What follows belongs to an exercise in optimizing a design on an open flow for small area, a short achievable clock period and few clock cycles; a production flow would make more cautious choices.
Only simulation tests tie the RTL to the original design; equivalence was not proved.
No activity file was given, so power comes from the tool's default toggle rates.

==> flow/design.v <==
module rbsm_matcher #(
    parameter PAT_MAX = 8,     
    parameter N_SLOT  = 11     
) (
    input  wire        clk,
    input  wire        rst,           
    input  wire        pl_clr,        
    input  wire        pl_push,       
    input  wire [3:0]  pl_slot,
    input  wire [7:0]  pl_byte,
    input  wire        cmd_wait,
    input  wire        cmd_mok,
    input  wire        cmd_merr,
    input  wire        cmd_clr,
    input  wire [31:0] cmd_timeout,
    input  wire        ms_tick,
    input  wire        rx_valid,
    input  wire [7:0]  rx_byte,
    output wire        rx_ready,
    output wire        busy,
    output reg         done,
    output reg  [2:0]  outcome,
    output wire        urc_valid,
    output reg  [2:0]  urc_index,
    input  wire        urc_done
);
    localparam LW = $clog2(PAT_MAX + 1);
    localparam HN = PAT_MAX - 1;           
    localparam [2:0] O_OK      = 3'd1,
                     O_ERROR   = 3'd2,
                     O_TIMEOUT = 3'd3,
                     O_MATCH1  = 3'd4;
    reg        busy_r, scan_r, urc_r, rep_r;
    reg        mok, merr;
    reg [31:0] remain;
    reg        dirty;                      
    assign busy      = busy_r;
    assign rx_ready  = scan_r;
    assign urc_valid = urc_r;
    wire take   = rx_valid && scan_r;
    wire accept = !busy_r && cmd_wait;
    reg [8*PAT_MAX-1:0] pat [0:N_SLOT-1];
    reg [LW-1:0]        len [0:N_SLOT-1];
    integer s;
    always @(posedge clk) begin
        for (s = 0; s < N_SLOT; s = s + 1) begin
            if (rst || (pl_clr && pl_slot == s))
                len[s] <= {LW{1'b0}};
            else if (pl_push && pl_slot == s && len[s] != PAT_MAX)
                len[s] <= len[s] + 1'b1;
            if (pl_push && !pl_clr && pl_slot == s && len[s] != PAT_MAX)
                pat[s] <= {pat[s][8*PAT_MAX-9:0], pl_byte};
        end
    end
    reg [8*HN-1:0] hist;
    reg [HN-1:0]   hval;
    reg [7:0]      rbyte;                  
    wire [7:0] nbyte = rep_r ? rbyte : rx_byte;
    wire clr_hist = (accept && cmd_clr) || (urc_r && urc_done);
    wire clr_pre  = clr_hist || (accept && dirty && !hval[0]);
    wire unshift  = accept && !cmd_clr && dirty && hval[0];
    reg [N_SLOT-1:0] pre, pre_n;
    reg              ok_k;
    integer i, k;
    always @(*) begin
        for (i = 0; i < N_SLOT; i = i + 1) begin
            ok_k = (nbyte == pat[i][15:8]);
            for (k = 2; k < PAT_MAX; k = k + 1)
                if (k < len[i] && !(hval[k-2] && hist[8*(k-2) +: 8] == pat[i][8*k +: 8]))
                    ok_k = 1'b0;
            pre_n[i] = (len[i] == 1) || (len[i] > 1 && ok_k);
        end
    end
    reg pre_ok, pre_err;
    wire pre_ok_n  = (nbyte == 8'h0D) && hval[1] && (hist[15:0] == {"O", "K"});
    wire pre_err_n = (nbyte == 8'h0D) && hval[4] &&
                     (hist[39:0] == {"E", "R", "R", "O", "R"});
    always @(posedge clk) begin
        if (rst) begin
            pre     <= {N_SLOT{1'b0}};
            pre_ok  <= 1'b0;
            pre_err <= 1'b0;
        end else if (clr_pre) begin
            for (i = 0; i < N_SLOT; i = i + 1)
                pre[i] <= (len[i] == 1);
            pre_ok  <= 1'b0;
            pre_err <= 1'b0;
        end else if (take || rep_r) begin
            pre     <= pre_n;
            pre_ok  <= pre_ok_n;
            pre_err <= pre_err_n;
        end
    end
    always @(posedge clk) begin
        if (rst || clr_hist)
            hval <= {HN{1'b0}};
        else if (unshift)
            hval <= {1'b0, hval[HN-1:1]};
        else if (take || rep_r)
            hval <= {hval[HN-2:0], 1'b1};
    end
    always @(posedge clk) begin
        if (unshift) begin
            hist  <= {hist[8*HN-1 -: 8], hist[8*HN-1:8]};
            rbyte <= hist[7:0];
        end else if (take || rep_r) begin
            hist  <= {hist[8*HN-9:0], nbyte};
        end
    end
    always @(posedge clk) begin
        if (rst || clr_pre || rep_r)
            dirty <= 1'b0;
        else if (pl_clr || pl_push)
            dirty <= 1'b1;
    end
    reg [N_SLOT-1:0] hit;
    integer j;
    always @(*) begin
        for (j = 0; j < N_SLOT; j = j + 1)
            hit[j] = pre[j] && (rx_byte == pat[j][7:0]);
    end
    wire lf     = (rx_byte == 8'h0A);
    wire hit_ok = mok && pre_ok && lf;
    wire hit_er = merr && pre_err && lf;
    wire       urc_any = |hit[7:0];
    wire       out_any = |hit[10:8] || hit_ok || hit_er;
    reg  [2:0] arb_idx, arb_outcome;
    integer u;
    always @(*) begin
        arb_idx = 3'd0;
        for (u = 7; u >= 0; u = u - 1)
            if (hit[u]) arb_idx = u[2:0];
        if (hit[8])       arb_outcome = O_MATCH1;
        else if (hit[9])  arb_outcome = O_MATCH1 + 3'd1;
        else if (hit[10]) arb_outcome = O_MATCH1 + 3'd2;
        else if (hit_ok)  arb_outcome = O_OK;
        else              arb_outcome = O_ERROR;
    end
    wire remain_zero = (remain == 32'd0);
    wire finish = scan_r && (rx_valid ? (out_any && !urc_any) : remain_zero);
    always @(posedge clk) begin
        if (rst) begin
            busy_r <= 1'b0;
            scan_r <= 1'b0;
            urc_r  <= 1'b0;
            rep_r  <= 1'b0;
            done   <= 1'b0;
        end else begin
            done  <= finish;
            rep_r <= unshift;
            if (!busy_r) begin
                busy_r <= cmd_wait;
                scan_r <= cmd_wait && !unshift;
            end else if (rep_r) begin
                scan_r <= 1'b1;
            end else if (urc_r) begin
                if (urc_done) begin
                    urc_r  <= 1'b0;
                    scan_r <= 1'b1;
                end
            end else begin
                if (take && urc_any) begin
                    scan_r <= 1'b0;
                    urc_r  <= 1'b1;
                end
                if (finish) begin
                    scan_r <= 1'b0;
                    busy_r <= 1'b0;
                end
            end
        end
    end
    always @(posedge clk) begin
        if (accept) begin
            mok    <= cmd_mok;
            merr   <= cmd_merr;
            remain <= cmd_timeout;
        end else if (busy_r && ms_tick && !remain_zero) begin
            remain <= remain - 1'b1;
        end
        outcome <= rx_valid ? arb_outcome : O_TIMEOUT;
        if (scan_r)
            urc_index <= arb_idx;
    end
endmodule
==> flow/run.sh <==
#!/bin/bash
# synth_recipe.tcl (not shown) runs the flow's synth.tcl, then flattens the netlist and writes it again
# the make line also repeats each setting of config.mk as NAME=value (left out here)
make -C /OpenROAD-flow-scripts/flow DESIGN_CONFIG=/design/flow/config.mk WORK_HOME=/design/flow/orfs CLKGATE_MAP_FILE= SYNTH_SCRIPT=/design/flow/synth_recipe.tcl finish
==> flow/config.mk <==
export PLATFORM = sky130hd
export DESIGN_NAME = rbsm_matcher
export DESIGN_NICKNAME = rbsm_matcher
export VERILOG_FILES = /design/flow/design.v
export SDC_FILE = /design/flow/constraint.sdc
export NUM_CORES = 4
export LEC_CHECK = 0
export CAP_MARGIN = 20
export CORE_MARGIN = 2
export CORE_UTILIZATION = 40
export CTS_CLUSTER_DIAMETER = 100
export CTS_CLUSTER_SIZE = 24
export PLACE_DENSITY = 0.55
export SETUP_SLACK_MARGIN = 5
export SLEW_MARGIN = 20
==> flow/constraint.sdc <==
create_clock -name core_clock -period 8.0 [get_ports {clk}]
set_input_delay 1.6000 -clock core_clock [delete_from_list [all_inputs] [get_ports {clk}]]
set_output_delay 1.6000 -clock core_clock [all_outputs]
set_load 0.01 [all_outputs]
==> results.json, run 1 <==
{
  "switching_share_pct": 22.4,
  "whs_path_depth": 0,
  "clock_latency_ps": 620,
  "yosysTopAreaCell": "edfxtp_1",
  "ys.flop_type": "edfxtp_1",
  "die-area_um2": 99500,
  "ys_seq_area_share_pct": 66.1,
  "synthSimpleGateAreaFrac_pct": 9.73,
  "grt_pass1_wl_um": 156000,
  "via_count": 22700,
  "grt_antenna_before_repair": 2,
  "antenna_cells": 0,
  "yosysMostFrequentCell": "edfxtp_1",
  "critPathRequiredTime_ps": 8530,
  "synth_top_area_share_pct": 62.3,
  "fp.dieW_um": 315,
  "synth_compound_area_share_pct": 3.15,
  "viasPerCell": 5.27,
  "drc_errors": 0,
  "synthAdderAreaFrac_pct": 1.45,
  "core_area_um2": 96400,
  "fin_crit_sh_pct": 38.1,
  "wl_um": 109000,
  "slew_viol_final": 0,
  "status": "finished clean",
  "slowest_delay_ps": 430,
  "num_rows": 114,
  "pin_count": 73,
  "ant_nets": 0,
  "intPower_mw": 6.34,
  "p_leak_nw": 14.2,
  "hold_viol": 0,
  "power.switching_mw": 1.83,
  "syn_area_um2": 38800,
  "slew_headroom_pct": 28.7,
  "endpoint_kind": "flip-flop",
  "setup_tns_ps": 0,
  "nFillCells": 8594,
  "yosys-top-cells-count": "edfxtp_1, xnor2_1, xor2_1, nand2_1, nor2_1",
  "dieHeight_um": 315,
  "yosys_warnings": 3,
  "synth_cell_type_count": 70,
  "ir_drop_uv": 134,
  "first_global_vias": 22400,
  "synth_edf_count": 805,
  "arrival_ps": 3580,
  "initial_core_util_pct": 40.2,
  "r2r_end": "pre[0]",
  "drt_iter0_drc": 2436,
  "root_buffer": "clkbuf_16",
  "rsz0062_at_grt": "true",
  "min_delay_worst_endpoint": "rbyte[6]",
  "clockBufferDepth": 3,
  "wl_per_cell_um": 25.2,
  "grt.total_usage_pct": 21.5,
  "fin_crit_ps": 3050,
  "clkPwrFrac_pct": 30.4,
  "synthMuxAreaShare_pct": 0.400,
  "cts-htree-levels": 2,
  "path_common_cell": "buf_12",
  "cp_cell_sequence": "buf_2 > buf_12 > buf_12 > buf_4 > xnor2_1 > nand4_1 > nor3_4 > or4_4 > or3_4 > a221oi_2",
  "tightest_slew_ps": 1070,
  "ys_ff_latch": 878,
  "clk_pin_slew_ps": 110,
  "rrSetupSlack_ps": 5090,
  "cap_viol_max_count": 0,
  "cts_sinks": 878,
  "synth_nets": 2943,
  "io_buffers": 72,
  "cts_buffers": 42,
  "crit_fanout": 7,
  "cts_tree": "built",
  "synthTopCellsByArea": "edfxtp_1, xnor2_1, xor2_1, dfxtp_1, nand2_1",
  "skew_ps": 33.2,
  "drive_gt1_share_pct": 12.4,
  "rr_worst_depth": 7,
  "synthArstFlopShare_pct": 0,
  "hp-start": "hist[6]",
  "nets": 3107,
  "grt_overflow": 0,
  "fmax_mhz": 328,
  "p_seq_share_pct": 62.4,
  "setup.worst_path.class": "input pin to flip-flop",
  "avgSynthCellArea_um2": 13.7,
  "syn_inst": 2835,
  "synth-xor-area-share_pct": 17.2,
  "cp_top_family": "simple AND/OR/NAND/NOR gates",
  "power_frac_comb_pct": 7.2,
  "first_pass_iters": 6,
  "hp-class": "flip-flop to flip-flop",
  "area_growth_pct": 14.9,
  "setup-violations-final": 0,
  "critPathLaunchType": "input pin",
  "dp_hpwl_um": 75800,
  "synth_top_family_by_area": "XOR/XNOR gates",
  "place_congestion": 0.874,
  "cp_slowest_cell": "or4_4",
  "power.density_nw_per_um2": 183,
  "grt_max_degree": 65,
  "cp_num_buf_inv": 4,
  "fin_total_pwr_mw": 8.16,
  "reg2reg_from": "hval[0]"
}
-- metal layers --
layer / vias to the layer above / GRT usage, % / share of wire [%]
li1: 10500 / - / -
met1: 11300 / 31.0 / 45
met2: 796 / 33.9 / 46
met3: 153 / 3.56 / 6.7
met4: 4 / 5.69 / 2.7
met5: - / 0 / 0.018
-- state kept, by name, summed over array words and instances (netlist names), 3 cells and up --
| register | flops |
|---|---|
| hist | 56 |
| hval | 7 |
| len | 44 |
| outcome | 3 |
| pat | 704 |
| pre | 11 |
| rbyte | 8 |
| remain | 32 |
| urc_index | 3 |
-- kinds of logic (layout without fill, tap and decap cells) --
| kind of cell | after synthesis | after routing |
|---|---|---|
| compound gates | 188 | 188 |
| xor+xnor | 762 | 762 |
| simple gates | 761 | 766 |
| mux | 14 | 14 |
| fa+ha+maj | 45 | 45 |
| flops | 878 | 878 |
| buf+inv | 187 | 379 |
-- worst register-to-register path: cells and delay by family, from the launching register on --
kind,cells,cell delay (ps)
AOI/OAI and AO/OA,2,270
buffers and inverters,2,520
DFF,1,540
and+or+nand+nor,3,1500
-- final cells by class --
class / instances / area (um^2) / share of cell area [%]
Timing Repair Buffer: 263 / 2850 / 6.40
Inverter: 39 / 146 / 0.328
Clock inverter: 3 / 47.5 / 0.107
Clock buffer: 74 / 1190 / 2.68
Multi-Input combinational cell: 1775 / 13100 / 29.4
Tap cell: 1276 / 1600 / 3.58
Sequential cell: 878 / 25600 / 57.5
-- worst max-delay path by stage --
| stage | start | cells after the start | endpoint |
|---|---|---|---|
| after floorplan | pl_slot[2] | 3 | pat[7][0] |
| after global placement | rx_byte[3] | 8 | pre[8] |
| after detailed placement | rx_byte[3] | 8 | pre[2] |
| after CTS | urc_index[2] | 1 | urc_index[2] |
| after global routing | rx_byte[0] | 10 | scan_r |
| final | rx_byte[0] | 10 | scan_r |
-- placed cells by master, fill, tap and decap left out, types with 8 or more instances in the layout --
cell type / count
a21oi_1: 44
a31o_2: 9
and3_1: 16
buf_12: 33
buf_4: 134
buf_6: 12
clkbuf_1: 31
clkbuf_16: 47
clkdlybuf4s50_1: 43
dfxtp_1: 68
dlygate4sd2_1: 11
edfxtp_1: 805
ha_1: 45
inv_1: 38
nand2_1: 244
nand3_1: 61
nand4_1: 103
nor2_1: 109
nor2_4: 12
nor3_1: 52
nor3_2: 9
nor3_4: 9
nor4_1: 58
o21ai_0: 37
o22ai_1: 11
or2_2: 8
or3_1: 10
xnor2_1: 481
xor2_1: 278
-- repair_timing --
action                     in CTS  in global routing
pin swaps                      23                 21
hold buffers                    0                  0
cloned                         13                  3
resized for setup             163                 67
setup endpoints to repair     895                515
setup buffers                  77                 28
-- metrics by stage --
step | util [%] | std cells | setup WS [ps] | hold WS [ps] | cell area (um^2)
after floorplan | - | 2835 | 3540 | 424 | 39300
after global placement | 42.9 | 4110 | 3150 | 450 | 41400
after detailed placement | 42.9 | 4110 | 3060 | 456 | 41400
after CTS | 45.7 | 4277 | 5000 | 460 | 44100
after global routing | 46.2 | 4308 | 4910 | 478 | 44600
final | 46.2 | 4308 | 4950 | 461 | 44600
-- power groups by stage --
stage	Clock [mW]	Sequential, mW	Combinational [mW]
2_1_floorplan	0	5.16	0.336
6_report	2.49	5.09	0.587
3_3_place_gp	0	5.20	0.485
4_1_cts	2.54	5.09	0.565
3_5_place_dp	0	5.20	0.492
5_1_grt	2.68	5.10	0.623
Testbench counts, summed over its fixed seeds: cycles 21,841.
==> run 2, diff against run 1 <==
==> flow/flow/run.sh (new file) <==
#!/bin/bash
set -euo pipefail
bash standard.sh SETUP_SLACK_MARGIN=5.4 RECOVER_POWER=100 finish > standard_flow.log 2>&1
==> flow/standard.sh (new file) <==
#!/bin/bash
# synth_recipe.tcl (not shown) runs the flow's synth.tcl, then flattens the netlist and writes it again
# the make line also repeats each setting of config.mk as NAME=value (left out here)
make -C /OpenROAD-flow-scripts/flow DESIGN_CONFIG=/design/flow/config.mk WORK_HOME=/design/flow/orfs CLKGATE_MAP_FILE= SYNTH_SCRIPT=/design/flow/synth_recipe.tcl "${@:-finish}"
removed: flow/run.sh
==> results.json, run 2 <==
{
  "status": "complete, but fails checks",
  "gr-usage-met2_pct": 35.0,
  "cts_sinks": 878,
  "critPathRequiredTime_ps": 8260,
  "grt_antenna_before_repair": 3,
  "tightest_slew_ps": 2080,
  "fin_crit_sh_pct": 61.4,
  "multiInputGateArea_um2": 13200,
  "first_global_vias": 22800,
  "reg_top3": "pat x704, hist x56, len x44",
  "ant_nets": 0,
  "setup.worst_path.class": "input pin to flip-flop",
  "root_buffer": "clkbuf_16",
  "cp_cell_sequence": "clkbuf_1 > nand2b_1 > clkbuf_1 > inv_16 > nand2_1 > or3_1 > buf_12 > clkinvlp_2 > nor2_4",
  "io_buffers": 72,
  "syn_area_um2": 38800,
  "grt_pass1_wl_um": 162000,
  "endpoint_kind": "flip-flop",
  "dieHeight_um": 315,
  "cp_num_buf_inv": 5,
  "rr_worst_depth": 10,
  "final_cell_mix": "edfxtp_1, xnor2_1, xor2_1",
  "grt_util_met1_pct": 32.0,
  "path_common_cell": "clkbuf_1",
  "cap_viol_max_count": 9,
  "nFillCells": 8482,
  "power.density_nw_per_um2": 181,
  "critPathLaunchType": "input pin",
  "yosys_warnings": 3,
  "pin_count": 73,
  "setup_slack_ps": 3080,
  "clock_latency_ps": 630,
  "min_delay_worst_endpoint": "pat[7][32]",
  "grt_overflow": 0,
  "die-area_um2": 99500,
  "synth_top_area_share_pct": 62.3,
  "whs_path_depth": 0,
  "wl_um": 112000,
  "clk_pin_slew_ps": 100,
  "setup_tns_ps": 0,
  "via_count": 23400,
  "cts_tree": "built",
  "viasPerCell": 5.31,
  "cp_top_family": "buffers and inverters",
  "grt.total_usage_pct": 22.3,
  "regArea_um2": 25600,
  "cts_buffers": 42,
  "grt_max_degree": 65,
  "hp-start": "pat[7][24]",
  "core_area_um2": 96400,
  "r2r_end": "hist[50]",
  "hold_viol": 0,
  "fmax_mhz": 203,
  "place_congestion": 0.895,
  "cp_slowest_cell": "clkinvlp_2",
  "clockBufferDepth": 3,
  "num_rows": 114,
  "drc_errors": 0,
  "fin_crit_ps": 4920,
  "grt_busiest_layer": "met2",
  "slew_headroom_pct": -39.0,
  "drive_gt1_share_pct": 13.4,
  "rsz0062_at_grt": "true",
  "skew_ps": 33.6,
  "synthArstFlopShare_pct": 0,
  "slew_viol_final": 298,
  "ys_ff_latch": 878,
  "ys_seq_area_share_pct": 66.1,
  "drt_iter0_drc": 2311,
  "ys.flop_type": "edfxtp_1",
  "setup-violations-final": 0,
  "hp-class": "flip-flop to flip-flop",
  "cts-htree-levels": 2,
  "yosys-top-cells-count": "edfxtp_1, xnor2_1, xor2_1, nand2_1, nor2_1",
  "largest_reg_flops": 704,
  "avgSynthCellArea_um2": 13.7,
  "yosysMostFrequentCell": "edfxtp_1",
  "crit_fanout": 50,
  "synthTopCellsByArea": "edfxtp_1, xnor2_1, xor2_1, dfxtp_1, nand2_1",
  "wl_per_cell_um": 25.5,
  "fp.dieW_um": 315,
  "slowest_delay_ps": 1490,
  "dp_hpwl_um": 76100,
  "rrSetupSlack_ps": 3530,
  "first_pass_iters": 7,
  "reg2reg_from": "busy_r",
  "final_common_cell": "edfxtp_1",
  "synth_cell_type_count": 70,
  "arrival_ps": 5180,
  "nets": 3204,
  "syn_inst": 2835,
  "failed_checks": "capacitance limit, slew limit",
  "p_leak_nw": 14.4,
  "yosysTopAreaCell": "edfxtp_1",
  "top_register": "pat",
  "gr-usage-met3_pct": 3.81,
  "pre_cts_ws_ps": 3210,
  "synth_edf_count": 805,
  "synth_nets": 2943,
  "area_growth_pct": 16.2,
  "initial_core_util_pct": 40.2,
  "hold_buffers": 0,
  "crit_start": "cmd_wait",
  "ir_drop_uv": 163
}
-- run 2: cell counts after synthesis --
No cell type changed its count.
-- run 2: through the flow --
step	instances	hold WS, ps	total power, mW	instance area (um^2)	utilization (%)
final	4407	470	8.18	45100	46.7
after global routing	4406	478	8.43	45100	46.7
after CTS	4354	464	8.24	45400	47.1
after detailed placement	4114	455	5.70	41400	43.0
after global placement	4114	453	5.69	41400	43.0
after floorplan	2835	424	5.49	39300	-
-- run 2: worst max path at each step --
stage	end	cells after the start	slack [ps]
6_report	hist[50]	9	3080
3_3_place_gp	urc_index[1]	7	3210
2_1_floorplan	pat[7][0]	3	3540
5_1_grt	hist[50]	9	2820
3_5_place_dp	urc_index[1]	7	3210
4_1_cts	scan_r	10	5010
-- run 2: timing repair --
action,CTS,global route
buffers inserted,134,46
resized for setup,354,85
gates cloned,28,6
endpoints found under the setup margin,961,429
pin swaps,62,71
-- run 2: final cells by class --
type / instances / share of cell area, %
Timing Repair Buffer: 358 / 7.26
Antenna cell: 1 / 0.00555
Timing Repair inverter: 2 / 0.0222
Inverter: 39 / 0.364
Tap cell: 1276 / 3.54
Clock buffer: 74 / 2.62
Clock inverter: 4 / 0.0944
Sequential cell: 878 / 56.9
Multi-Input combinational cell: 1775 / 29.2
-- run 2: cell families after synthesis --
logic type,count (synthesis),share of synthesized area (%)
flops,878,66.1
xor+xnor,762,17.2
simple gates,761,9.73
compound gates,188,3.15
buf+inv,187,1.99
fa+ha+maj,45,1.45
mux,14,0.400
-- run 2: routing by layer --
layer / wire length [um] / up-vias
li1: - / 10700
met1: 50900 / 11700
met2: 51300 / 846
met3: 7350 / 170
met4: 2860 / 2
met5: 13 / -
-- run 2: where the power goes --
group / internal, mW / switching, mW
Clock: 1.02 / 1.44
Sequential: 5.02 / 0.0618
Combinational: 0.274 / 0.360
==> run 3, diff against run 2 <==
==> flow/flow/run.sh (replaced) <==
#!/bin/bash
set -euo pipefail
bash standard.sh SETUP_SLACK_MARGIN=5.4 finish > standard_flow.log 2>&1
==> results.json, run 3 <==
{
  "status": "finished clean",
  "top_register": "pat",
  "drive_gt1_share_pct": 17.2,
  "ys.flop_type": "edfxtp_1",
  "fmax_mhz": 327,
  "synth_nets": 2943,
  "arrival_ps": 3580,
  "final_cell_mix": "edfxtp_1, xnor2_1, xor2_1",
  "core_area_um2": 96400,
  "p_leak_nw": 15.0,
  "dpl_cell_area_um2": 41400,
  "power_frac_comb_pct": 8.3,
  "min_delay_worst_endpoint": "pat[7][32]",
  "cts_buffers": 42,
  "first_global_vias": 22800,
  "synthMuxAreaShare_pct": 0.400,
  "grt_antenna_before_repair": 3,
  "drc_errors": 0,
  "slew_viol_final": 0,
  "power.switching_mw": 1.87,
  "first_pass_iters": 7,
  "die-area_um2": 99500,
  "ys_ff_latch": 878,
  "pre_cts_ws_ps": 3210,
  "worst_hold_slack_ps": 470,
  "r2r_end": "remain[8]",
  "dieHeight_um": 315,
  "yosysTopAreaCell": "edfxtp_1",
  "hp-class": "flip-flop to flip-flop",
  "rsz0062_at_grt": "true",
  "drt_iter0_drc": 2252,
  "whs_path_depth": 0,
  "num_rows": 114,
  "hold_buffers": 0,
  "synth_top_family_by_area": "XOR/XNOR gates",
  "cts_sinks": 878,
  "grt_max_degree": 65,
  "grt.total_usage_pct": 22.3,
  "viasPerCell": 5.32,
  "clockBufferDepth": 3,
  "critPathRequiredTime_ps": 8520,
  "syn_area_um2": 38800,
  "synthSimpleGateAreaFrac_pct": 9.73,
  "cts_tree": "built",
  "yosysMostFrequentCell": "edfxtp_1",
  "switching_share_pct": 22.8,
  "p_seq_share_pct": 61.8,
  "cp_num_buf_inv": 5,
  "wl_um": 112000,
  "grt_overflow": 0,
  "synth_cell_type_count": 70,
  "yosys-top-cells-count": "edfxtp_1, xnor2_1, xor2_1, nand2_1, nor2_1",
  "setup_tns_ps": 0,
  "hp-start": "pat[7][24]",
  "synth_top_area_share_pct": 62.3,
  "fp.dieW_um": 315,
  "path_common_cell": "buf_6",
  "final_cell_area_um2": 46300,
  "ir_drop_uv": 163,
  "reg2reg_from": "remain[0]",
  "root_buffer": "clkbuf_16",
  "io_buffers": 72,
  "pin_count": 73,
  "rr_worst_depth": 10,
  "power.density_nw_per_um2": 178,
  "via_count": 23400,
  "grt_pass1_wl_um": 162000,
  "synth_edf_count": 805,
  "fin_crit_sh_pct": 38.2,
  "multiInputGateArea_um2": 13500,
  "crit_fanout": 5,
  "avgSynthCellArea_um2": 13.7,
  "setup_slack_ps": 4940,
  "synth-xor-area-share_pct": 17.2,
  "dp_cells": 4114,
  "cp_cell_sequence": "buf_6 > buf_12 > buf_12 > buf_6 > buf_6 > xnor2_2 > nand4_1 > nor4b_4 > nand3_1 > or3_4 > a221oi_2",
  "endpoint_kind": "flip-flop",
  "skew_ps": 30.3,
  "wl_per_cell_um": 25.5,
  "dp_hpwl_um": 76100,
  "synthTopCellsByArea": "edfxtp_1, xnor2_1, xor2_1, dfxtp_1, nand2_1",
  "cts-htree-levels": 2,
  "ys_seq_area_share_pct": 66.1,
  "intPower_mw": 6.36,
  "clk_pin_slew_ps": 100,
  "ant_nets": 0,
  "reg_top3": "pat x704, hist x56, len x44",
  "nets": 3204,
  "fin_total_pwr_mw": 8.23,
  "place_congestion": 0.895,
  "clock_latency_ps": 630,
  "slew_headroom_pct": 35.2,
  "nFillCells": 8317,
  "setup-violations-final": 0,
  "regArea_um2": 25600,
  "tightest_slew_ps": 972,
  "synth_compound_area_share_pct": 3.15,
  "final_core_util_pct": 48.0,
  "layoutNonFillerInstCount": 4407,
  "fin_crit_ps": 3060,
  "clkPwrFrac_pct": 30.0,
  "largest_reg_flops": 704,
  "initial_core_util_pct": 40.2,
  "synthArstFlopShare_pct": 0,
  "setup.worst_path.class": "input pin to flip-flop",
  "syn_inst": 2835,
  "cap_viol_max_count": 0,
  "slowest_delay_ps": 360,
  "final_common_cell": "edfxtp_1",
  "synthAdderAreaFrac_pct": 1.45,
  "crit_start": "rx_byte[0]",
  "rrSetupSlack_ps": 5190,
  "cp_top_family": "simple AND/OR/NAND/NOR gates",
  "hold_viol": 0,
  "critPathLaunchType": "input pin",
  "yosys_warnings": 3,
  "area_growth_pct": 19.4,
  "cp_slowest_cell": "or3_4"
}
run 3: area by class of cell:
cell class | count | area share (%)
clock inverter | 4 | 0.0918
clock buffer | 74 | 2.55
inverter | 39 | 0.378
sequential | 878 | 55.4
timing repair buffer | 358 | 9.07
antenna | 1 | 0.00540
multi-input combinational | 1775 | 29.0
timing repair inverter | 2 | 0.0378
tap | 1276 | 3.45
run 3: power groups by stage:
| stage | sequential (mW) | combinational, mW | clock [mW] |
|---|---|---|---|
| 2_1_floorplan | 5.16 | 0.335 | 0 |
| 3_3_place_gp | 5.19 | 0.492 | 0 |
| 3_5_place_dp | 5.20 | 0.500 | 0 |
| 4_1_cts | 5.09 | 0.638 | 2.52 |
| 5_1_grt | 5.09 | 0.717 | 2.67 |
| 6_report | 5.08 | 0.681 | 2.46 |
run 3: worst max path at each step:
stage / end / slack, ps / cells after the start
finish: scan_r / 4940 / 11
global route: scan_r / 4930 / 11
CTS: scan_r / 5010 / 10
detailed placement: urc_index[1] / 3210 / 7
global placement: urc_index[1] / 3210 / 7
floorplan: pat[7][0] / 3540 / 3
run 3: cells by family (layout without fill, tap and decap cells):
group           count (synthesis)  after routing
compound gates                188            188
xor+xnor                      762            762
fa+ha+maj                      45             45
buf+inv                       187            477
flops                         878            878
mux                            14             14
other cells                     0              1
simple gates                  761            766
run 3: what timing repair did:
action | in CTS | in global routing
resized for setup | 354 | 85
cloned | 28 | 6
endpoints found under the setup margin | 961 | 429
pin swaps | 62 | 71
buffers inserted | 134 | 46
run 3: metal layers:
layer  wire length (um)  GRT usage [%]  up-vias
met1              50800           32.0    11700
met4               2730           6.06        2
met5                 13          0.852        -
met2              51500           35.0      868
li1                   -              -    10700
met3               7140           3.81      162
==> run 4, diff against run 3 <==
==> flow/run.sh (new file) <==
#!/bin/bash
# synth_recipe.tcl (not shown) runs the flow's synth.tcl, then flattens the netlist and writes it again
# the make line also repeats each setting of config.mk as NAME=value (left out here)
make -C /OpenROAD-flow-scripts/flow DESIGN_CONFIG=/design/flow/config.mk WORK_HOME=/design/flow/orfs CLKGATE_MAP_FILE= SYNTH_SCRIPT=/design/flow/synth_recipe.tcl finish
--- a/flow/config.mk
+++ b/flow/config.mk
@@ -5,11 +5,11 @@
 export SDC_FILE = /design/flow/constraint.sdc
 export NUM_CORES = 4
 export LEC_CHECK = 0
-export CAP_MARGIN = 20
+export CAP_MARGIN = 0
 export CORE_MARGIN = 2
 export CORE_UTILIZATION = 40
 export CTS_CLUSTER_DIAMETER = 100
 export CTS_CLUSTER_SIZE = 24
 export PLACE_DENSITY = 0.55
 export SETUP_SLACK_MARGIN = 5
-export SLEW_MARGIN = 20
+export SLEW_MARGIN = 0
removed: flow/flow/run.sh
removed: flow/standard.sh
==> results.json, run 4 <==
{
  "viasPerCell": 5.31,
  "cts_buffers": 42,
  "dieHeight_um": 315,
  "yosys-top-cells-count": "edfxtp_1, xnor2_1, xor2_1, nand2_1, nor2_1",
  "die-area_um2": 99500,
  "critPathLaunchType": "input pin",
  "dp_cells": 4110,
  "clk_pin_slew_ps": 100,
  "fp.dieW_um": 315,
  "grt_antenna_before_repair": 5,
  "ant_nets": 0,
  "cts-htree-levels": 2,
  "nFillCells": 8579,
  "synthMuxAreaShare_pct": 0.400,
  "route.met2.wl_um": 49700,
  "critPathRequiredTime_ps": 8320,
  "tightest_slew_ps": 1210,
  "top_layer": "met5",
  "cp_num_buf_inv": 2,
  "io_buffers": 72,
  "ys.flop_type": "edfxtp_1",
  "pin_count": 73,
  "avgSynthCellArea_um2": 13.7,
  "cap_viol_max_count": 0,
  "num_rows": 114,
  "drive_gt1_share_pct": 11.9,
  "power.density_nw_per_um2": 184,
  "fin_total_pwr_mw": 8.16,
  "skew_ps": 24.0,
  "slew_viol_final": 0,
  "fin_crit_sh_pct": 37.9,
  "synth-xor-area-share_pct": 17.2,
  "cp_top_family": "simple AND/OR/NAND/NOR gates",
  "ys_ff_latch": 878,
  "synth_top_area_share_pct": 62.3,
  "cts_sinks": 878,
  "syn_inst": 2835,
  "p_leak_nw": 14.1,
  "ys_seq_area_share_pct": 66.1,
  "first_pass_iters": 5,
  "final_cell_mix": "edfxtp_1, xnor2_1, xor2_1",
  "synthArstFlopShare_pct": 0,
  "final_common_cell": "edfxtp_1",
  "drc_errors": 0,
  "synth_compound_area_share_pct": 3.15,
  "met1Wirelength_um": 49600,
  "final_cell_area_um2": 44400,
  "yosysTopAreaCell": "edfxtp_1",
  "cp_cell_sequence": "clkdlybuf4s15_1 > nor2b_4 > nand2_4 > or2_4 > nor2_4 > bufbuf_16",
  "initial_core_util_pct": 40.2,
  "arrival_ps": 3350,
  "wl_per_cell_um": 25.3,
  "core_area_um2": 96400,
  "place_congestion": 0.874,
  "synth_edf_count": 805,
  "synthSimpleGateAreaFrac_pct": 9.73,
  "dp_hpwl_um": 75900,
  "reg_top3": "pat x704, hist x56, len x44",
  "grt_overflow": 0,
  "setup_slack_ps": 4970,
  "synth_nets": 2943,
  "grt.total_usage_pct": 21.6,
  "first_global_vias": 22400,
  "grt_pass1_wl_um": 156000,
  "layoutNonFillerInstCount": 4295,
  "hold_viol": 0,
  "hp-class": "flip-flop to flip-flop",
  "cp_slowest_cell": "clkdlybuf4s15_1",
  "setup-violations-final": 0,
  "ir_drop_uv": 154,
  "slowest_delay_ps": 420,
  "synthTopCellsByArea": "edfxtp_1, xnor2_1, xor2_1, dfxtp_1, nand2_1",
  "syn_area_um2": 38800,
  "via_count": 22800,
  "synth_top_family_by_area": "XOR/XNOR gates",
  "status": "finished clean",
  "rsz0062_at_grt": "true",
  "dpl_cell_area_um2": 41400,
  "area_growth_pct": 14.4,
  "clockBufferDepth": 3,
  "yosysMostFrequentCell": "edfxtp_1",
  "grt_max_degree": 65,
  "setup.worst_path.class": "input pin to flip-flop",
  "met3WireLength_um": 6350,
  "crit_fanout": 32,
  "largest_reg_flops": 704,
  "endpoint_kind": "flip-flop",
  "fmax_mhz": 330,
  "slew_headroom_pct": 19.5,
  "setup_tns_ps": 0,
  "clock_latency_ps": 620,
  "fin_crit_ps": 3030,
  "nets": 3093,
  "cts_tree": "built",
  "top_register": "pat",
  "pre_cts_ws_ps": 3090,
  "drt_iter0_drc": 2269,
  "root_buffer": "clkbuf_16",
  "synthAdderAreaFrac_pct": 1.45,
  "wl_um": 109000,
  "synth_cell_type_count": 70,
  "yosys_warnings": 3
}
==> run 4: cell counts after synthesis <==
Identical to the previous run, type by type.
==> run 4: final timing paths <==
kind	start	end	slack (ps)	cells past startpoint
setup / recovery	pl_slot[3]	pat[9][33]	4970	6
hold / removal	pat[3][2]	pat[3][10]	470	0
setup reg to reg	remain[0]	remain[4]	5100	9
hold reg to reg	pat[3][2]	pat[3][10]	470	0
==> run 4: per-stage QoR <==
| step | hold WS, ps | utilization, % |
|---|---|---|
| final | 466 | 46.0 |
| after detailed placement | 456 | 42.9 |
| after global placement | 450 | 42.9 |
| after floorplan | 424 | - |
| after CTS | 466 | 45.6 |
| after global routing | 483 | 46.0 |
==> run 4: report_power, final <==
group,internal [mW],total [mW],switching (mW)
sequential,5.02,5.09,0.0717
clock,1.06,2.49,1.43
combinational,0.246,0.574,0.327
==> run 4: cells by family after synthesis <==
kind of cell	after synthesis
multiplexers	14
XOR/XNOR	762
flip-flops	878
adder cells (fa/ha/maj)	45
AND/OR/NAND/NOR	761
AO/OA/AOI/OAI	188
buffers and inverters	187
==> run 4: worst register-to-register path, cell delays in order (launching register included) <==
cell,delay (ps)
edfxtp_1,400
inv_1,70
ha_1,180
or4b_4,510
or3_4,430
nor2_4,140
nand2_1,70
or3_4,400
a31o_1,250
buf_8,190
==> run 4: layer usage <==
metal	up-vias	GRT usage, %
li1	10400	-
met1	11400	31.2
met2	808	34.3
met3	149	2.81
met4	2	5.67
met5	-	0
==> run 4: layout make-up <==
class / count / area, um^2 / share of cell area, %
Antenna cell: 2 / 5.00 / 0.0113
Clock buffer: 74 / 1230 / 2.78
Clock inverter: 2 / 13.8 / 0.0310
Inverter: 39 / 146 / 0.330
Multi-Input combinational cell: 1774 / 13100 / 29.5
Sequential cell: 878 / 25600 / 57.8
Tap cell: 1276 / 1600 / 3.60
Timing Repair Buffer: 250 / 2670 / 6.02
==> run 4: what timing repair did <==
action / in CTS / in global routing
buffers inserted: 67 / 26
cloned: 11 / 3
hold buffers: 0 / 0
setup endpoints to repair: 895 / 468
resized for setup: 166 / 47
pin swaps: 25 / 27
==> run 5, diff against run 4 <==
==> flow/config.mk (replaced) <==
export PLATFORM = sky130hd
export DESIGN_NAME = rbsm_matcher
export DESIGN_NICKNAME = rbsm_matcher
export VERILOG_FILES = /design/flow/design.v
export SDC_FILE = /design/flow/constraint.sdc
export NUM_CORES = 4
export LEC_CHECK = 0
export CAP_MARGIN = 20
export CORE_MARGIN = 2
export CORE_UTILIZATION = 30
export PLACE_DENSITY = 0.45
export SETUP_SLACK_MARGIN = 5
export SLEW_MARGIN = 20
==> results.json, run 5 <==
{
  "io_buffers": 72,
  "p_leak_nw": 15.3,
  "num_rows": 131,
  "yosys-top-cells-count": "edfxtp_1, xnor2_1, xor2_1, nand2_1, nor2_1",
  "largest_reg_flops": 704,
  "grt_overflow": 0,
  "switching_share_pct": 21.9,
  "ir_drop_uv": 166,
  "first_pass_iters": 5,
  "yosys_warnings": 3,
  "synth_top_family_by_area": "XOR/XNOR gates",
  "synth_edf_count": 805,
  "initial_core_util_pct": 30.3,
  "reg2reg_from": "remain[0]",
  "critPathRequiredTime_ps": 8580,
  "pre_cts_ws_ps": 2970,
  "fin_total_pwr_mw": 10.4,
  "power.density_nw_per_um2": 219,
  "critPathLaunchType": "input pin",
  "slew_headroom_pct": 30.1,
  "arrival_ps": 3570,
  "die-area_um2": 132000,
  "reg_top3": "pat x704, hist x56, len x44",
  "setup.worst_path.class": "input pin to flip-flop",
  "cap_viol_max_count": 0,
  "core_area_um2": 128000,
  "grt.total_usage_pct": 18.6,
  "cts-htree-levels": 3,
  "crit_start": "rx_valid",
  "clk_pin_slew_ps": 60,
  "slew_viol_final": 0,
  "cts_buffers": 97,
  "synthSimpleGateAreaFrac_pct": 9.73,
  "dieHeight_um": 364,
  "p_seq_share_pct": 49.0,
  "avgSynthCellArea_um2": 13.7,
  "drc_errors": 0,
  "yosysTopAreaCell": "edfxtp_1",
  "status": "finished clean",
  "cp_cell_sequence": "clkdlybuf4s15_1 > a21oi_4 > or3_4 > nor4_1 > o2111ai_1 > o22ai_1",
  "yosysMostFrequentCell": "edfxtp_1",
  "synthMuxAreaShare_pct": 0.400,
  "ant_nets": 0,
  "place_congestion": 0.870,
  "first_global_vias": 23300,
  "setup_tns_ps": 0,
  "syn_area_um2": 38800,
  "endpoint_kind": "flip-flop",
  "grt_max_degree": 65,
  "clock_latency_ps": 660,
  "power_frac_comb_pct": 5.9,
  "fin_crit_ps": 3000,
  "synth_nets": 2943,
  "wl_per_cell_um": 25.5,
  "grt_antenna_before_repair": 6,
  "synthArstFlopShare_pct": 0,
  "synthTopCellsByArea": "edfxtp_1, xnor2_1, xor2_1, dfxtp_1, nand2_1",
  "final_cell_mix": "edfxtp_1, xnor2_1, xor2_1",
  "worst_hold_slack_ps": 469,
  "nets": 3178,
  "synth-xor-area-share_pct": 17.2,
  "root_buffer": "clkbuf_16",
  "final_common_cell": "edfxtp_1",
  "tightest_slew_ps": 1050,
  "rsz0062_at_grt": "false",
  "drt_iter0_drc": 2277,
  "cts_tree": "built",
  "setup-violations-final": 0,
  "synth_cell_type_count": 70,
  "cts_sinks": 878,
  "hp-class": "flip-flop to flip-flop",
  "synth_top_area_share_pct": 62.3,
  "ys.flop_type": "edfxtp_1",
  "critical_path_depth": 6,
  "clkPwrFrac_pct": 45.1,
  "cp_slowest_cell": "nor4_1",
  "hold_viol": 0,
  "ys_seq_area_share_pct": 66.1,
  "syn_inst": 2835,
  "slowest_delay_ps": 550,
  "synthAdderAreaFrac_pct": 1.45,
  "cp_top_family": "simple AND/OR/NAND/NOR gates",
  "synth_compound_area_share_pct": 3.15,
  "skew_ps": 17.6,
  "setup_slack_ps": 5000,
  "rrSetupSlack_ps": 5110,
  "area_growth_pct": 22.2,
  "wl_um": 125000,
  "grt_pass1_wl_um": 176000,
  "intPower_mw": 8.12,
  "nFillCells": 12100,
  "clockBufferDepth": 3,
  "crit_end": "pre[9]",
  "crit_fanout": 8,
  "dp_hpwl_um": 86200,
  "fp.dieW_um": 364,
  "fin_crit_sh_pct": 37.4,
  "viasPerCell": 4.82,
  "via_count": 23500,
  "cp_num_buf_inv": 1,
  "r2r_end": "remain[11]",
  "rr_worst_depth": 9,
  "pin_count": 73,
  "ys_ff_latch": 878,
  "top_register": "pat",
  "power.switching_mw": 2.27,
  "drive_gt1_share_pct": 15.4,
  "fmax_mhz": 334
}
run 5: cell counts after synthesis:
Identical to the previous run, type by type.
run 5: repair_timing:
| action | CTS | global route |
|---|---|---|
| endpoints found under the setup margin | 893 | 670 |
| endpoints found under the hold margin | 0 | 0 |
| gates resized for setup | 168 | 45 |
| hold buffers | 0 | 0 |
| gates cloned | 14 | 3 |
| buffers inserted | 82 | 27 |
| pin swaps | 24 | 22 |
run 5: final cells by class:
type,instances,area (um^2),area share (%)
Antenna cell,2,5.00,0.0106
Clock buffer,124,2590,5.47
Clock inverter,54,718,1.52
Inverter,39,151,0.319
Multi-Input combinational cell,1778,13200,27.8
Sequential cell,878,25600,54.1
Tap cell,1729,2160,4.56
Timing Repair Buffer,276,2950,6.23
run 5: worst reg2reg max path, cell delays in order (launching register included):
cell	delay, ps
edfxtp_1	410
inv_1	80
ha_1	170
or4b_4	510
or3_4	390
nor2_4	130
nand2_1	60
or3_4	410
a31o_4	250
buf_4	200
run 5: logic make-up (layout without fill, tap and decap cells):
| logic type | count (synthesis) | in the layout |
|---|---|---|
| xor gates and xnor gates | 762 | 762 |
| DFF | 878 | 878 |
| other | 0 | 2 |
| AOI/OAI and AO/OA | 188 | 188 |
| muxes | 14 | 14 |
| and+or+nand+nor | 761 | 769 |
| buffers and inverters | 187 | 493 |
| adders and majority gates | 45 | 45 |
run 5: metal layers:
layer	track usage [%]	vias up	part of all wire [%]
met3	2.92	167	5.9
met4	5.11	6	2.3
met5	0	-	0.026
met2	28.8	776	45
met1	26.9	11900	47
li1	-	10700	-
run 5: power by group through the flow:
stage / clock network [mW] / logic (mW) / registers, mW
detailed placement: 0 / 0.521 / 5.20
global route: 4.96 / 0.653 / 5.10
global placement: 0 / 0.518 / 5.20
finish: 4.68 / 0.614 / 5.10
CTS: 4.78 / 0.596 / 5.10
floorplan: 0 / 0.336 / 5.16
run 5: stage by stage:
step	cells	cell area (um^2)	util [%]
after floorplan	2835	39300	-
after global placement	4573	42000	32.8
after detailed placement	4574	42000	32.8
after CTS	4848	47000	36.7
after global routing	4879	47400	37.0
final	4880	47400	37.0
run 5: worst min path at each step:
stage          startpoint         end  slack, ps  cells after the start
3_5_place_dp   pat[1][48]  pat[1][56]        460                      0
4_1_cts        pat[1][31]  pat[1][39]        470                      0
6_report       pat[7][38]  pat[7][46]        470                      0
3_3_place_gp    pat[3][5]  pat[3][13]        450                      0
2_1_floorplan     hist[0]    rbyte[0]        420                      0
5_1_grt         pat[3][5]  pat[3][13]        470                      0
==> run 6, diff against run 5 <==
--- a/flow/design.v
+++ b/flow/design.v
@@ -41,15 +41,30 @@
     wire accept = !busy_r && cmd_wait;
     reg [8*PAT_MAX-1:0] pat [0:N_SLOT-1];
     reg [LW-1:0]        len [0:N_SLOT-1];
+    reg       ld_clr, ld_push;
+    reg [3:0] ld_slot;
+    reg [7:0] ld_byte;
+    always @(posedge clk) begin
+        ld_clr  <= pl_clr && !rst;
+        ld_push <= pl_push && !pl_clr && !rst;
+        ld_slot <= pl_slot;
+        ld_byte <= pl_byte;
+    end
+    reg [N_SLOT-1:0] len_is1;
     integer s;
+    always @(*) begin
+        for (s = 0; s < N_SLOT; s = s + 1)
+            len_is1[s] = ((ld_clr || ld_push) && ld_slot == s) ? (ld_push && len[s] == 0)
+                                                               : (len[s] == 1);
+    end
     always @(posedge clk) begin
         for (s = 0; s < N_SLOT; s = s + 1) begin
-            if (rst || (pl_clr && pl_slot == s))
+            if (rst || (ld_clr && ld_slot == s))
                 len[s] <= {LW{1'b0}};
-            else if (pl_push && pl_slot == s && len[s] != PAT_MAX)
+            else if (ld_push && ld_slot == s && len[s] != PAT_MAX)
                 len[s] <= len[s] + 1'b1;
-            if (pl_push && !pl_clr && pl_slot == s && len[s] != PAT_MAX)
-                pat[s] <= {pat[s][8*PAT_MAX-9:0], pl_byte};
+            if (ld_push && ld_slot == s && len[s] != PAT_MAX)
+                pat[s] <= {pat[s][8*PAT_MAX-9:0], ld_byte};
         end
     end
     reg [8*HN-1:0] hist;
@@ -76,19 +91,14 @@
     wire pre_err_n = (nbyte == 8'h0D) && hval[4] &&
                      (hist[39:0] == {"E", "R", "R", "O", "R"});
     always @(posedge clk) begin
-        if (rst) begin
-            pre     <= {N_SLOT{1'b0}};
-            pre_ok  <= 1'b0;
-            pre_err <= 1'b0;
-        end else if (clr_pre) begin
-            for (i = 0; i < N_SLOT; i = i + 1)
-                pre[i] <= (len[i] == 1);
-            pre_ok  <= 1'b0;
-            pre_err <= 1'b0;
-        end else if (take || rep_r) begin
+        if (take || rep_r) begin
             pre     <= pre_n;
             pre_ok  <= pre_ok_n;
             pre_err <= pre_err_n;
+        end else if (clr_pre) begin
+            pre     <= len_is1;
+            pre_ok  <= 1'b0;
+            pre_err <= 1'b0;
         end
     end
     always @(posedge clk) begin
@@ -108,10 +118,10 @@
         end
     end
     always @(posedge clk) begin
-        if (rst || clr_pre || rep_r)
+        if (rst || pl_clr || pl_push)
+            dirty <= 1'b1;
+        else if (clr_pre || rep_r)
             dirty <= 1'b0;
-        else if (pl_clr || pl_push)
-            dirty <= 1'b1;
     end
     reg [N_SLOT-1:0] hit;
     integer j;
==> flow/config.mk (replaced) <==
export PLATFORM = sky130hd
export DESIGN_NAME = rbsm_matcher
export DESIGN_NICKNAME = rbsm_matcher
export VERILOG_FILES = /design/flow/design.v
export SDC_FILE = /design/flow/constraint.sdc
export NUM_CORES = 4
export LEC_CHECK = 0
export CAP_MARGIN = 0
export CORE_MARGIN = 2
export CORE_UTILIZATION = 60
export CTS_CLUSTER_DIAMETER = 70
export CTS_CLUSTER_SIZE = 24
export PLACE_DENSITY = 0.7
export SETUP_SLACK_MARGIN = 5
export SLEW_MARGIN = 0
==> results.json, run 6 <==
{
  "fmax_mhz": 332,
  "yosys_warnings": 3,
  "pin_count": 73,
  "intPower_mw": 6.56,
  "largest_reg_flops": 704,
  "final_common_cell": "edfxtp_1",
  "synth_edf_count": 818,
  "reg_top3": "pat x704, hist x56, len x44",
  "cap_viol_max_count": 0,
  "drive_gt1_share_pct": 11.4,
  "skew_ps": 35.4,
  "wl_per_cell_um": 26.3,
  "dp_cells": 3669,
  "clk_pin_slew_ps": 100,
  "synthTopCellsByArea": "edfxtp_1, xnor2_1, xor2_1, dfxtp_1, nand2_1",
  "switching_share_pct": 22.2,
  "drc_errors": 0,
  "core_area_um2": 64600,
  "tightest_slew_ps": 1230,
  "fp.dieW_um": 260,
  "p_leak_nw": 14.5,
  "cts_buffers": 48,
  "layoutNonFillerInstCount": 3862,
  "clockBufferDepth": 3,
  "synthArstFlopShare_pct": 0,
  "yosys-top-cells-count": "edfxtp_1, xnor2_1, xor2_1, nand2_1, nor2_1",
  "grt_antenna_before_repair": 1,
  "avgSynthCellArea_um2": 13.9,
  "dpl_cell_area_um2": 41100,
  "initial_core_util_pct": 60.7,
  "setup_tns_ps": 0,
  "first_pass_iters": 6,
  "dieHeight_um": 260,
  "wl_um": 102000,
  "ant_nets": 0,
  "slew_headroom_pct": 18.2,
  "hold_viol": 0,
  "viasPerCell": 6.07,
  "num_rows": 93,
  "area_growth_pct": 12.8,
  "grt_pass1_wl_um": 147000,
  "critPathRequiredTime_ps": 8510,
  "first_global_vias": 22600,
  "grt_max_degree": 69,
  "via_count": 23400,
  "cts-htree-levels": 2,
  "nets": 3075,
  "power.switching_mw": 1.88,
  "ys_seq_area_share_pct": 66.4,
  "fin_crit_sh_pct": 37.6,
  "yosysTopAreaCell": "edfxtp_1",
  "ys.flop_type": "edfxtp_1",
  "power_frac_comb_pct": 5.9,
  "cts_tree": "built",
  "root_buffer": "clkbuf_16",
  "synth_cell_type_count": 70,
  "arrival_ps": 3530,
  "synth_nets": 2930,
  "antenna_cells": 0,
  "clkPwrFrac_pct": 32.7,
  "grt.total_usage_pct": 30.1,
  "syn_inst": 2822,
  "place_congestion": 0.916,
  "critPathLaunchType": "input pin",
  "power.density_nw_per_um2": 191,
  "top_register": "pat",
  "final_cell_area_um2": 44200,
  "clock_latency_ps": 650,
  "setup-violations-final": 0,
  "dp_hpwl_um": 68600,
  "crit_fanout": 4,
  "hp-class": "flip-flop to flip-flop",
  "slew_viol_final": 0,
  "ys_ff_latch": 892,
  "yosysMostFrequentCell": "edfxtp_1",
  "p_seq_share_pct": 61.4,
  "ir_drop_uv": 204,
  "rsz0062_at_grt": "true",
  "final_cell_mix": "edfxtp_1, xnor2_1, xor2_1",
  "fin_crit_ps": 3010,
  "endpoint_kind": "flip-flop",
  "syn_area_um2": 39200,
  "rr_worst_depth": 7,
  "status": "finished clean",
  "nFillCells": 4406,
  "die-area_um2": 67400,
  "whs_path_depth": 0,
  "io_buffers": 72,
  "setup.worst_path.class": "input pin to flip-flop",
  "synth_top_area_share_pct": 62.6,
  "drt_iter0_drc": 2925,
  "grt_overflow": 0,
  "cts_sinks": 892
}
## run 6: changes by cell type after synthesis, sizes merged, moves of 11 or more
cell / delta
xnor2: -90
or3: -13
and3: -11
nand2: -13
xor2: +91
a31oi: +13
a21oi: -17
nor4: +14
nand3: -22
edfxtp: +13
## run 6: through the flow
stage	setup slack [ps]	util [%]	hold WS (ps)	total power, mW
after detailed placement	3340	63.6	455	5.69
after floorplan	4750	-	424	5.53
final	4990	68.5	456	8.44
after global routing	4920	68.5	473	8.65
after global placement	3440	63.6	450	5.68
after CTS	5000	67.7	443	8.43
## run 6: worst paths after layout
| check | from | end | slack [ps] |
|---|---|---|---|
| max | rx_byte[7] | scan_r | 4990 |
| min | pat[5][13] | pat[5][21] | 460 |
| max reg2reg | ld_clr | pre[4] | 5040 |
| min reg2reg | pat[5][13] | pat[5][21] | 460 |
## run 6: what timing repair did
action | CTS | global route
hold buffers | 0 | 0
resized for setup | 106 | 47
pin swaps | 21 | 22
setup endpoints to repair | 214 | 136
gates cloned | 9 | 4
setup buffers | 62 | 28
## run 6: worst max-delay path, stage by stage
cell and delay (ps):
buf_2 130, buf_12 140, buf_4 160, xor2_1 160, nor3_1 260, nand4_1 270
and2_4 260, nand4_1 140, buf_4 150, nor2_1 30, o31a_1 220
## run 6: final cells by class
cell class	count	area, um^2	area share [%]
timing repair buffer	240	2560	5.78
multi-input combinational	1744	12800	29.0
inverter	41	161	0.365
clock buffer	69	1330	3.01
sequential	892	26100	58.9
clock inverter	21	210	0.475
tap	855	1070	2.42
## run 6: power by group through the flow
stage          clock (mW)  combinational (mW)  sequential, mW
3_3_place_gp            0               0.395            5.29
6_report             2.76               0.499            5.18
2_1_floorplan           0               0.296            5.23
5_1_grt              2.93               0.530            5.19
4_1_cts              2.78               0.471            5.18
3_5_place_dp            0               0.404            5.29
## run 6: kinds of logic (layout without fill, tap and decap cells)
logic type,Yosys count,after routing,share of synthesized area (%)
xor+xnor,763,763,17.0
buf+inv,189,371,2.06
fa+ha+maj,45,45,1.44
compound gates,184,187,3.16
simple gates,729,729,9.24
flops,892,892,66.4
mux,20,20,0.654
## run 6: per-layer routing
| layer | track usage [%] | share of wire (%) |
|---|---|---|
| met2 | 46.6 | 45 |
| met5 | 0 | 0 |
| met4 | 10.2 | 3.5 |
| met1 | 43.8 | 42 |
| met3 | 4.94 | 9.2 |
Testbench counts of run 6, summed over its fixed seeds: cycles 21,841.
==> run 7, diff against run 6 <==
--- a/flow/config.mk
+++ b/flow/config.mk
@@ -7,9 +7,9 @@
 export LEC_CHECK = 0
 export CAP_MARGIN = 0
 export CORE_MARGIN = 2
-export CORE_UTILIZATION = 60
-export CTS_CLUSTER_DIAMETER = 70
+export CORE_UTILIZATION = 50
+export CTS_CLUSTER_DIAMETER = 80
 export CTS_CLUSTER_SIZE = 24
-export PLACE_DENSITY = 0.7
+export PLACE_DENSITY = 0.62
 export SETUP_SLACK_MARGIN = 5
 export SLEW_MARGIN = 0
==> results.json, run 7 <==
{
  "status": "finished clean",
  "via_count": 23200,
  "first_pass_iters": 5,
  "clock_latency_ps": 630,
  "cp_num_buf_inv": 4,
  "synthArstFlopShare_pct": 0,
  "clockBufferDepth": 3,
  "syn_area_um2": 39200,
  "p_leak_nw": 14.1,
  "dp_hpwl_um": 73800,
  "fin_crit_ps": 3010,
  "skew_ps": 27.3,
  "grt_pass1_wl_um": 156000,
  "top_register": "pat",
  "cap_viol_max_count": 0,
  "synth_cell_type_count": 70,
  "crit_fanout": 11,
  "setup.worst_path.class": "input pin to flip-flop",
  "yosysMostFrequentCell": "edfxtp_1",
  "yosysTopAreaCell": "edfxtp_1",
  "tightest_slew_ps": 1220,
  "drive_gt1_share_pct": 10.1,
  "core_area_um2": 77600,
  "grt_max_degree": 69,
  "reg_top3": "pat x704, hist x56, len x44",
  "ys_seq_area_share_pct": 66.4,
  "critPathLaunchType": "input pin",
  "hold_viol": 0,
  "grt_overflow": 0,
  "cp_top_family": "buffers and inverters",
  "ant_nets": 0,
  "synth_edf_count": 818,
  "cts_sinks": 892,
  "clk_pin_slew_ps": 90,
  "nFillCells": 6327,
  "setup_tns_ps": 0,
  "ir_drop_uv": 181,
  "setup-violations-final": 0,
  "grt.total_usage_pct": 26.2,
  "pin_count": 73,
  "root_buffer": "clkbuf_16",
  "rsz0062_at_grt": "true",
  "largest_reg_flops": 704,
  "power.density_nw_per_um2": 190,
  "final_cell_mix": "edfxtp_1, xnor2_1, xor2_1",
  "final_common_cell": "edfxtp_1",
  "slowest_delay_ps": 640,
  "fmax_mhz": 333,
  "dieHeight_um": 284,
  "yosys_warnings": 3,
  "cts_tree": "built",
  "antenna_cells": 0,
  "nets": 3048,
  "wl_um": 107000,
  "cp_cell_sequence": "clkdlybuf4s50_1 > or3_4 > buf_12 > inv_6 > buf_12 > nor2_4",
  "pre_cts_ws_ps": 3190,
  "hp-class": "flip-flop to flip-flop",
  "cts_buffers": 46,
  "viasPerCell": 5.79,
  "arrival_ps": 3380,
  "avgSynthCellArea_um2": 13.9,
  "ys.flop_type": "edfxtp_1",
  "die-area_um2": 80700,
  "slew_viol_final": 0,
  "grt_antenna_before_repair": 1,
  "final_core_util_pct": 56.5,
  "place_congestion": 0.938,
  "initial_core_util_pct": 50.5,
  "endpoint_kind": "flip-flop",
  "path_common_cell": "buf_12",
  "fin_crit_sh_pct": 37.6,
  "cts-htree-levels": 2,
  "cp_slowest_cell": "clkdlybuf4s50_1",
  "fp.dieW_um": 284,
  "synth_nets": 2930,
  "syn_inst": 2822,
  "setup_slack_ps": 4990,
  "synth_top_area_share_pct": 62.6,
  "first_global_vias": 23000,
  "wl_per_cell_um": 26.6,
  "hold_buffers": 0,
  "yosys-top-cells-count": "edfxtp_1, xnor2_1, xor2_1, nand2_1, nor2_1",
  "synthTopCellsByArea": "edfxtp_1, xnor2_1, xor2_1, dfxtp_1, nand2_1",
  "drc_errors": 0,
  "slew_headroom_pct": 18.7,
  "drt_iter0_drc": 2554,
  "ys_ff_latch": 892,
  "critPathRequiredTime_ps": 8370,
  "area_growth_pct": 11.9,
  "num_rows": 102,
  "io_buffers": 72
}
-- run 7: cell families after synthesis --
kind of cell	count (synthesis)	synth area share (%)
muxes	20	0.654
adders and majority gates	45	1.44
AOI/OAI and AO/OA	184	3.16
DFF	892	66.4
buffers and inverters	189	2.06
and+or+nand+nor	729	9.24
xor gates and xnor gates	763	17.0
-- run 7: worst paths after layout --
check | slack, ps | start | endpoint | cells after the start
min | 480 | pat[6][44] | pat[6][52] | 0
max | 4990 | cmd_clr | hist[53] | 6
min reg2reg | 480 | pat[6][44] | pat[6][52] | 0
max reg2reg | 5100 | hist[6] | pre[5] | 7
-- run 7: layer usage --
metal	track usage, %	vias to the layer above	routed length (um)
li1	-	10400	-
met1	37.4	11700	46100
met2	41.8	1023	49100
met3	4.82	158	8930
met4	6.36	0	2660
met5	0	-	0
-- run 7: area by class of cell --
type	count	area, um^2	area share, %
multi-input combinational	1747	12900	29.4
timing repair buffer	212	2050	4.67
clock buffer	65	1310	2.98
sequential	892	26100	59.4
inverter	41	159	0.362
tap	1040	1300	2.97
clock inverter	14	114	0.260
-- run 7: through the flow --
stage / instances / hold WS, ps / instance area, um^2 / power [mW]
2_1_floorplan: 2822 / 424 / 39500 / 5.53
3_3_place_gp: 3860 / 454 / 41400 / 5.69
3_5_place_dp: 3860 / 457 / 41400 / 5.70
4_1_cts: 3996 / 476 / 43600 / 8.35
5_1_grt: 4011 / 485 / 43900 / 8.56
6_report: 4011 / 475 / 43900 / 8.32
-- run 7: worst reg2reg max path, delay by kind of cell, from the launching register on --
family	cells	cell delay (ps)
AND/OR/NAND/NOR	4	1070
flip-flops	1	1180
AO/OA/AOI/OAI	2	270
XOR/XNOR	1	210
-- run 7: what timing repair did --
item                                    4_1_cts  5_1_grt
cloned                                        7        5
pin swaps                                     8       16
resized for setup                            92       37
buffers inserted                             50       10
endpoints found under the setup margin      259       91
-- run 7: power breakdown --
part	switching, mW	internal [mW]	total (mW)	leakage [nW]
clock	1.50	1.17	2.67	0.697
sequential	0.0740	5.09	5.17	8.01
combinational	0.273	0.205	0.479	5.43
==> run 8, diff against run 7 <==
--- a/flow/config.mk
+++ b/flow/config.mk
@@ -5,6 +5,7 @@
 export SDC_FILE = /design/flow/constraint.sdc
 export NUM_CORES = 4
 export LEC_CHECK = 0
+export ABC_AREA = 1
 export CAP_MARGIN = 0
 export CORE_MARGIN = 2
 export CORE_UTILIZATION = 50
==> results.json, run 8 <==
{
  "status": "finished clean",
  "critPathLaunchType": "flip-flop",
  "final_common_cell": "edfxtp_1",
  "tightest_slew_ps": 965,
  "syn_area_um2": 40800,
  "initial_core_util_pct": 50.5,
  "crit_fanout": 14,
  "fin_crit_sh_pct": 37.0,
  "synth_top_area_share_pct": 60.2,
  "clock_latency_ps": 640,
  "critPathRequiredTime_ps": 8490,
  "worst_hold_slack_ps": 453,
  "rsz0062_at_grt": "true",
  "cts-htree-levels": 2,
  "hp-class": "flip-flop to flip-flop",
  "setup-violations-final": 0,
  "reg_top3": "pat x704, hist x56, len x44",
  "yosysTopAreaCell": "edfxtp_1",
  "place_congestion": 0.901,
  "arrival_ps": 3450,
  "wl_per_cell_um": 24.2,
  "rrSetupSlack_ps": 5040,
  "yosys_warnings": 3,
  "cap_viol_max_count": 0,
  "first_pass_iters": 8,
  "hold_viol": 0,
  "synthArstFlopShare_pct": 0,
  "dieHeight_um": 290,
  "ys_ff_latch": 892,
  "endpoint_kind": "flip-flop",
  "ys.flop_type": "edfxtp_1",
  "synth_cell_type_count": 65,
  "final_cell_mix": "edfxtp_1, nand2_1, inv_1",
  "wl_um": 117000,
  "drive_gt1_share_pct": 9.86,
  "grt.total_usage_pct": 27.7,
  "grt_max_degree": 69,
  "drt_iter0_drc": 3255,
  "yosys-top-cells-count": "edfxtp_1, nand2_1, inv_1, nor2_1, o21ai_0",
  "cts_tree": "built",
  "cts_buffers": 48,
  "via_count": 27600,
  "yosysMostFrequentCell": "edfxtp_1",
  "synthTopCellsByArea": "edfxtp_1, nand2_1, dfxtp_1, xor2_1, xnor2_1",
  "grt_pass1_wl_um": 170000,
  "top_register": "pat",
  "slew_headroom_pct": 35.5,
  "ys_seq_area_share_pct": 63.9,
  "num_rows": 104,
  "fmax_mhz": 338,
  "power.density_nw_per_um2": 192,
  "fin_crit_ps": 2960,
  "cts_sinks": 892,
  "synth_edf_count": 818,
  "skew_ps": 44.7,
  "avgSynthCellArea_um2": 11.2,
  "setup.worst_path.class": "flip-flop to flip-flop",
  "area_growth_pct": 10.9,
  "setup_tns_ps": 0,
  "fp.dieW_um": 290,
  "io_buffers": 72,
  "ir_drop_uv": 151,
  "ant_nets": 0,
  "nets": 3843,
  "clockBufferDepth": 3,
  "grt_overflow": 0,
  "dp_hpwl_um": 84700,
  "grt_antenna_before_repair": 2,
  "die-area_um2": 83800,
  "synth_nets": 3737,
  "viasPerCell": 5.71,
  "p_leak_nw": 15.9,
  "syn_inst": 3629,
  "clk_pin_slew_ps": 100,
  "drc_errors": 0,
  "slew_viol_final": 0,
  "core_area_um2": 80700,
  "largest_reg_flops": 704,
  "pin_count": 73,
  "first_global_vias": 25400,
  "root_buffer": "clkbuf_16"
}
run 8: cell count changes after synthesis, moves of 47 or more:
cell / delta
nand2_1: +419
inv_1: +287
xnor2_1: -238
xor2_1: -213
o21ai_0: +172
nand3_1: +115
nor2_1: +96
a21oi_1: +85
or2_2: +72
o22ai_1: +56
nor4_1: -47
run 8: logic make-up (layout without fill, tap and decap cells):
logic type               count (synthesis)  count (layout)  synth area share, %
AND/OR/NAND/NOR                       1344            1348                 14.7
flip-flops                             892             892                 63.9
AO/OA/AOI/OAI                          558             559                 8.40
buffers and inverters                  478             618                 4.93
XOR/XNOR                               312             312                 6.70
adder cells (fa/ha/maj)                 45              45                 1.38
other                                    0               2                    0
run 8: worst max-delay path, stage by stage, from the launching register on:
cell and delay, ps:
edfxtp_1 750, inv_1 490, nand2_1 140, o21ai_0 80, a221oi_1 300, nand3_1 140, o21ai_0 310, o21ai_0 250
nor2_1 160, nand2_1 70, a21oi_1 120
run 8: power breakdown:
group          internal (mW)  switching, mW
clock network           1.37           1.58
logic                  0.199          0.335
registers               5.10         0.0961
run 8: final cells by class:
cell class / count / area, um^2
fill: 6893 / 35500
timing repair buffer: 179 / 1700
multi-input combinational: 2264 / 13100
antenna: 2 / 5.00
tap: 1060 / 1330
clock buffer: 71 / 1370
inverter: 348 / 1380
sequential: 892 / 26100
clock inverter: 18 / 278
timing repair inverter: 2 / 15.0
run 8: worst paths after layout:
check | to | start | depth (start not counted)
min | pat[7][13] | pat[7][5] | 0
min reg2reg | pat[7][13] | pat[7][5] | 0
max | pre[0] | hist[26] | 10
max reg2reg | pre[0] | hist[26] | 10
run 8: stage by stage:
stage                     instances  power [mW]  setup slack [ps]  utilization (%)  cell area [um^2]
after global placement         4671        5.78              3230             52.7             42500
after CTS                      4808        8.71              5000             55.6             44900
after detailed placement       4671        5.78              3190             52.7             42500
after global routing           4834        8.92              4940             56.0             45200
final                          4836        8.68              5040             56.0             45200
after floorplan                3629        5.58              4890                -             40900
run 8: repair_timing:
action,4_1_cts,5_1_grt
pin swaps,23,6
setup buffers,40,23
hold buffers,0,0
gates cloned,8,3
gates resized for setup,99,39
endpoints found under the setup margin,228,77
run 8: layer usage:
metal	vias up	share of wire (%)	track usage, %
met5	-	0.010	0
met4	2	3.4	8.67
met3	210	7.8	3.95
met2	1246	45	43.3
met1	13300	44	40.2
li1	12900	-	-

-- what the ideal ports hide --
The results above use ideal ports. As a check the final layouts listed here were re-extracted and re-timed, cells and wires unchanged. Step 1 assumes that a clkbuf_16 drives the clock port and a buf_2 every other input. Step 2, shift: input delay + t, output delay - t, t = (earliest + latest rising clock arrival at the registers) / 2. This alone moves slack from input paths to output paths. Slacks: no drivers / after step 1 / after step 2; pairs: no drivers / after step 1.
run	shift t [ns]	slack for setup (ns)	slew at the worst register clock pin (ns)	pins driven straight from the clock port
run 1	0.675	4.953 / 4.973 / 4.326	0.11 / 0.11	1
run 2	0.684	3.085 / 3.133 / 2.448	0.10 / 0.10	1
run 3	0.684	4.942 / 4.977 / 4.293	0.11 / 0.11	1
run 4	0.678	4.968 / 5.006 / 4.328	0.11 / 0.11	1
run 5	0.724	5.005 / 4.963 / 4.307	0.06 / 0.06	1
run 6	0.693	4.988 / 5.003 / 4.331	0.10 / 0.10	1
run 7	0.691	4.993 / 5.010 / 4.348	0.11 / 0.11	1
run 8	0.694	5.043 / 4.995 / 4.405	0.10 / 0.10	1
For run 5, which loses most, drivers alone change the setup slack by -0.042 ns; drivers and shift together by -0.698 ns.
